This is an optimization exercise on Yosys and OpenROAD, whose aim is small area, a short achievable clock period and few clock cycles, not a production implementation.

==> job 9769 <==
==> flow/design.v <==
module tsc_sponge (
    input  wire         clk,
    input  wire         rst,         
    input  wire         cmd_valid,
    output wire         cmd_ready,
    input  wire [1:0]   cmd_op,      
    input  wire [7:0]   din_len,     
    input  wire [485:0] din,         
    output wire [485:0] dout,        
    output wire         absorbed     
);
    localparam N    = 729;
    localparam RATE = 243;
    localparam K    = 2;           
    localparam F    = 1;           
    localparam B    = 13;           
    function [1:0] trot(input [1:0] a, input [1:0] c);
        begin
            case (c)
                2'd1:    trot = {a[0], ~(a[0] | a[1])};    
                2'd2:    trot = {~(a[0] | a[1]), a[1]};    
                default: trot = a;
            endcase
        end
    endfunction
    function [1:0] tadd_port(input [1:0] a, input [1:0] b);
        tadd_port = trot(a, b[1] ? 2'd0 : b[0] ? 2'd2 : 2'd1);
    endfunction
    reg  [2*N-1:0] st;
    reg            abs_flag;
    reg            busy;
    reg            rdy;           
    reg  [4:0]     cnt;
    reg  [1:0]     rm;            
    wire has_data = (din_len != 8'd0);
    wire perm_cmd = (cmd_op == 2'd1) || (cmd_op == 2'd3) ||
                    (cmd_op == 2'd2 && (has_data || !abs_flag));
    wire add_en   = !busy && (cmd_op == 2'd1 || (cmd_op == 2'd2 && has_data));
    wire [2*N*(K+1)-1:0] stage;
    genvar g, i;
    generate
        for (i = 0; i < RATE; i = i + 1) begin : g_abs
            wire take = (cmd_op == 2'd1) || (i < din_len);
            wire pad  = (cmd_op != 2'd1) && (i == din_len);
            assign stage[2*i +: 2] = !add_en ? st[2*i +: 2] :
                                     take    ? tadd_port(st[2*i +: 2], din[2*i +: 2]) :
                                     pad     ? trot(st[2*i +: 2], 2'd2) : st[2*i +: 2];
        end
        assign stage[2*N-1:2*RATE] = st[2*N-1:2*RATE];
        for (g = 0; g < K; g = g + 1) begin : g_rnd
            wire [1:0]     rr = (rm + g) % 3;
            wire [2*N-1:0] sub;
            wire [2*N-1:0] so;
            tsc_sub u_sub (.s(stage[2*N*g +: 2*N]), .t(sub));
            for (i = 0; i < N; i = i + 1) begin : g_scr
                localparam integer J = (i * 376 + 1) % N;
                if (J % 27 == 0) begin : g_c
                    wire [1:0] c = (rr + (J / 27) % 3) % 3;
                    assign so[2*J +: 2] = trot(sub[2*i +: 2], c);
                end else begin : g_p
                    assign so[2*J +: 2] = sub[2*i +: 2];
                end
            end
            assign stage[2*N*(g+1) +: 2*N] = so;
        end
    endgenerate
    wire accept = cmd_valid && !busy;
    always @(posedge clk) begin
        if (rst) begin
            st       <= {2*N{1'b0}};
            abs_flag <= 1'b0;
            busy     <= 1'b0;
            rdy      <= 1'b1;
            cnt      <= 5'd0;
            rm       <= 2'd0;
        end else if (busy) begin
            st <= stage[2*N*K +: 2*N];
            rm <= (rm + K) % 3;
            if (cnt == B - 1) begin
                busy <= 1'b0;
                rdy  <= 1'b1;
                cnt  <= 5'd0;
                rm   <= 2'd0;
            end else begin
                cnt <= cnt + 5'd1;
            end
        end else if (accept) begin
            if (cmd_op == 2'd0) begin
                st       <= {2*N{1'b0}};
                abs_flag <= 1'b0;
            end else if (perm_cmd) begin
                st <= stage[2*N*F +: 2*N];
                if (add_en)
                    abs_flag <= 1'b1;
                busy <= 1'b1;
                rdy  <= 1'b0;
                rm   <= F % 3;
            end
        end
    end
    assign cmd_ready = rdy;
    assign absorbed  = abs_flag;
    generate
        for (i = 0; i < RATE; i = i + 1) begin : g_out
            assign dout[2*i +: 2] = {st[2*i+1], st[2*i] | st[2*i+1]};
        end
    endgenerate
endmodule
module tsc_sub (
    input  wire [1457:0] s,
    output wire [1457:0] t
);
    localparam N = 729;
    function [1:0] tadd(input [1:0] a, input [1:0] b);
        reg za, zb;
        begin
            za = ~(a[0] | a[1]);
            zb = ~(b[0] | b[1]);
            tadd[0] = (za & b[0]) | (a[0] & zb) | (a[1] & b[1]);
            tadd[1] = (za & b[1]) | (a[1] & zb) | (a[0] & b[0]);
        end
    endfunction
    genvar i;
    generate
        for (i = 0; i < N - 1; i = i + 2) begin : g_pair
            wire [1:0] q = tadd(s[2*i +: 2], s[2*(i+1) +: 2]);
            assign t[2*i +: 2]     = tadd(s[2*((i + N - 1) % N) +: 2], q);
            assign t[2*(i+1) +: 2] = tadd(s[2*((i + 2) % N) +: 2], q);
        end
        if (1) begin : g_last
            wire [1:0] q = tadd(s[2*(N-1) +: 2], s[0 +: 2]);
            assign t[2*(N-1) +: 2] = tadd(s[2*(N-2) +: 2], q);
        end
    endgenerate
endmodule
==> flow/flow/run.sh <==
#!/bin/bash
# Own layout flow: the standard flow (standard.sh, same synthesis script and
# config.mk settings), except that
#  - the substitution layer (module tsc_sub) comes from flow/tsc_sub_map.v, a
#    hand-mapped netlist of the same function in sky130_fd_sc_hd cells;
#  - the ABC buffers are removed at floorplan instead of an early timing repair;
#  - the port buffers are buf_4 cells and the resizer may change a cell's footprint;
#  - timing repair after CTS and global routing aims SETUP_MARGIN ns below the period.
set -euo pipefail
W=$(pwd)
SETUP_MARGIN=${SETUP_MARGIN:-3.5}
awk 'BEGIN{skip=0} /^[ \t]*module[ \t]+tsc_sub[ \t]*[(#]/{skip=1} {if(!skip)print} skip&&/^[ \t]*endmodule/{skip=0}' \
    design.v > layout_design.v
grep -q "module tsc_sub" layout_design.v && { echo "tsc_sub not removed" >&2; exit 1; }
cat flow/tsc_sub_map.v >> layout_design.v
sed "s#^export VERILOG_FILES *=.*#export VERILOG_FILES = $W/layout_design.v#" config.mk > config_own.mk
grep -q "layout_design.v" config_own.mk || { echo "VERILOG_FILES not set" >&2; exit 1; }
sed "s#$W/config.mk#$W/config_own.mk#g" standard.sh > own.sh
grep -q "config_own.mk" own.sh || { echo "config path not replaced" >&2; exit 1; }
bash own.sh REMOVE_ABC_BUFFERS=1 MATCH_CELL_FOOTPRINT=0 \
    "BUFFER_PORTS_ARGS=-buffer_cell sky130_fd_sc_hd__buf_4" \
    SETUP_SLACK_MARGIN=$SETUP_MARGIN finish > own_flow.log 2>&1
test -s out/final.def
==> flow/flow/tsc_sub_map.v <==
// Gate-level substitution layer for the layout: the same function as tsc_sub in
// rtl/tsc_sponge.v, written in sky130_fd_sc_hd cells (NAND-NAND sums of products).
module tsc_sub (
    input  wire [1457:0] s,
    output wire [1457:0] t
);
    localparam N = 729;
    wire [N-1:0] z;                       // trit is 0
    genvar i;
    generate
        for (i = 0; i < N; i = i + 1) begin : g_z
            sky130_fd_sc_hd__nor2_1 u_z (.A(s[2*i]), .B(s[2*i+1]), .Y(z[i]));
        end
        for (i = 0; i < N; i = i + 2) begin : g_pair
            localparam integer I0 = i;                        // pair sum q = s[I0] + s[I1]
            localparam integer I1 = (i + 1) % N;
            localparam integer IM = (i + N - 1) % N;          // t[I0] = s[IM] + q
            localparam integer IP = (i + 2) % N;              // t[I1] = s[IP] + q
            wire qp, qm, zq, p1, p2, p3, m1, m2, m3;
            sky130_fd_sc_hd__nand2_1 u_p1 (.A(z[I0]),      .B(s[2*I1]),   .Y(p1));
            sky130_fd_sc_hd__nand2_1 u_p2 (.A(s[2*I0]),    .B(z[I1]),     .Y(p2));
            sky130_fd_sc_hd__nand2_1 u_p3 (.A(s[2*I0+1]),  .B(s[2*I1+1]), .Y(p3));
            sky130_fd_sc_hd__nand3_1 u_qp (.A(p1), .B(p2), .C(p3), .Y(qp));
            sky130_fd_sc_hd__nand2_1 u_m1 (.A(z[I0]),      .B(s[2*I1+1]), .Y(m1));
            sky130_fd_sc_hd__nand2_1 u_m2 (.A(s[2*I0+1]),  .B(z[I1]),     .Y(m2));
            sky130_fd_sc_hd__nand2_1 u_m3 (.A(s[2*I0]),    .B(s[2*I1]),   .Y(m3));
            sky130_fd_sc_hd__nand3_1 u_qm (.A(m1), .B(m2), .C(m3), .Y(qm));
            sky130_fd_sc_hd__nor2_1  u_zq (.A(qp), .B(qm), .Y(zq));
            tsc_add_q u_t0 (.a(s[2*IM +: 2]), .za(z[IM]), .qp(qp), .qm(qm), .zq(zq), .y(t[2*I0 +: 2]));
            if (i < N - 1) begin : g_t1
                tsc_add_q u_t1 (.a(s[2*IP +: 2]), .za(z[IP]), .qp(qp), .qm(qm), .zq(zq), .y(t[2*I1 +: 2]));
            end
        end
    endgenerate
endmodule

// y = a + q, with the zero flags of both operands given
module tsc_add_q (
    input  wire [1:0] a,
    input  wire       za,
    input  wire       qp,
    input  wire       qm,
    input  wire       zq,
    output wire [1:0] y
);
    wire p1, p2, p3, m1, m2, m3;
    sky130_fd_sc_hd__nand2_1 u_p1 (.A(za),   .B(qp), .Y(p1));
    sky130_fd_sc_hd__nand2_1 u_p2 (.A(a[0]), .B(zq), .Y(p2));
    sky130_fd_sc_hd__nand2_1 u_p3 (.A(a[1]), .B(qm), .Y(p3));
    sky130_fd_sc_hd__nand3_1 u_yp (.A(p1), .B(p2), .C(p3), .Y(y[0]));
    sky130_fd_sc_hd__nand2_1 u_m1 (.A(za),   .B(qm), .Y(m1));
    sky130_fd_sc_hd__nand2_1 u_m2 (.A(a[1]), .B(zq), .Y(m2));
    sky130_fd_sc_hd__nand2_1 u_m3 (.A(a[0]), .B(qp), .Y(m3));
    sky130_fd_sc_hd__nand3_1 u_ym (.A(m1), .B(m2), .C(m3), .Y(y[1]));
endmodule
==> flow/standard.sh <==
#!/bin/bash
# synth_recipe.tcl (not shown) runs the flow's synth.tcl, then flattens the netlist and writes it again
# the make line also repeats each setting of config.mk as NAME=value (left out here)
make -C /OpenROAD-flow-scripts/flow DESIGN_CONFIG=/design/flow/config.mk WORK_HOME=/design/flow/orfs CLKGATE_MAP_FILE= SYNTH_SCRIPT=/design/flow/synth_recipe.tcl "${@:-finish}"
==> flow/config.mk <==
export PLATFORM = sky130hd
export DESIGN_NAME = tsc_sponge
export DESIGN_NICKNAME = tsc_sponge
export VERILOG_FILES = /design/flow/design.v
export SDC_FILE = /design/flow/constraint.sdc
export NUM_CORES = 8
export LEC_CHECK = 0
export CAP_MARGIN = 15
export CORE_MARGIN = 2
export CORE_UTILIZATION = 40
export CTS_CLUSTER_DIAMETER = 150
export CTS_CLUSTER_SIZE = 30
export PLACE_DENSITY = 0.6
export SLEW_MARGIN = 15
==> flow/constraint.sdc <==
create_clock -name core_clock -period 6.5 [get_ports {clk}]
set_input_delay 1.3000 -clock core_clock [delete_from_list [all_inputs] [get_ports {clk}]]
set_output_delay 1.3000 -clock core_clock [all_outputs]
set_load 0.01 [all_outputs]
==> job 8017 (differences from job 9769) <==
--- a/flow/design.v
+++ b/flow/design.v
@@ -11,9 +11,9 @@
 );
     localparam N    = 729;
     localparam RATE = 243;
-    localparam K    = 2;           
-    localparam F    = 1;           
-    localparam B    = 13;           
+    localparam K    = 3;           
+    localparam F    = 3;           
+    localparam B    = 8;           
     function [1:0] trot(input [1:0] a, input [1:0] c);
         begin
             case (c)
--- a/flow/flow/run.sh
+++ b/flow/flow/run.sh
@@ -8,7 +8,7 @@
 #  - timing repair after CTS and global routing aims SETUP_MARGIN ns below the period.
 set -euo pipefail
 W=$(pwd)
-SETUP_MARGIN=${SETUP_MARGIN:-3.5}
+SETUP_MARGIN=${SETUP_MARGIN:-2.5}
 awk 'BEGIN{skip=0} /^[ \t]*module[ \t]+tsc_sub[ \t]*[(#]/{skip=1} {if(!skip)print} skip&&/^[ \t]*endmodule/{skip=0}' \
     design.v > layout_design.v
 grep -q "module tsc_sub" layout_design.v && { echo "tsc_sub not removed" >&2; exit 1; }
--- a/flow/config.mk
+++ b/flow/config.mk
@@ -7,8 +7,8 @@
 export LEC_CHECK = 0
 export CAP_MARGIN = 15
 export CORE_MARGIN = 2
-export CORE_UTILIZATION = 40
+export CORE_UTILIZATION = 35
 export CTS_CLUSTER_DIAMETER = 150
 export CTS_CLUSTER_SIZE = 30
-export PLACE_DENSITY = 0.6
+export PLACE_DENSITY = 0.55
 export SLEW_MARGIN = 15
==> metrics.yaml <==
status:
  run_status: "aborted with a tool error"
  stop_stage: "5_1_grt"
  flow.first_error: "[ERROR GRT-0116] Global routing finished with congestion. Check the congestion regions in the DRC Viewer."
yosys:
  post_synth_mux_area_share: 0.007506
  synth-compound-area-share: 0.1101
That was job 8017.
==> metrics.yaml <==
status:
  run_status: "aborted with a tool error"
  stop_stage: "5_1_grt"
  flow.first_error: "[ERROR GRT-0116] Global routing finished with congestion. Check the congestion regions in the DRC Viewer."
die:
  die_x_um: 640.2
cts:
  hold_buffers: 0
  cts_root_buffer: "sky130_fd_sc_hd__clkbuf_16"
yosys:
  post_synth_mux_area_share: 0.01228
  synth-compound-area-share: 0.1750
placed_design:
  number_of_port_buffers: 986
That was job 9769.
No run of this note included a check of the RTL's function; only the layout flow was run.
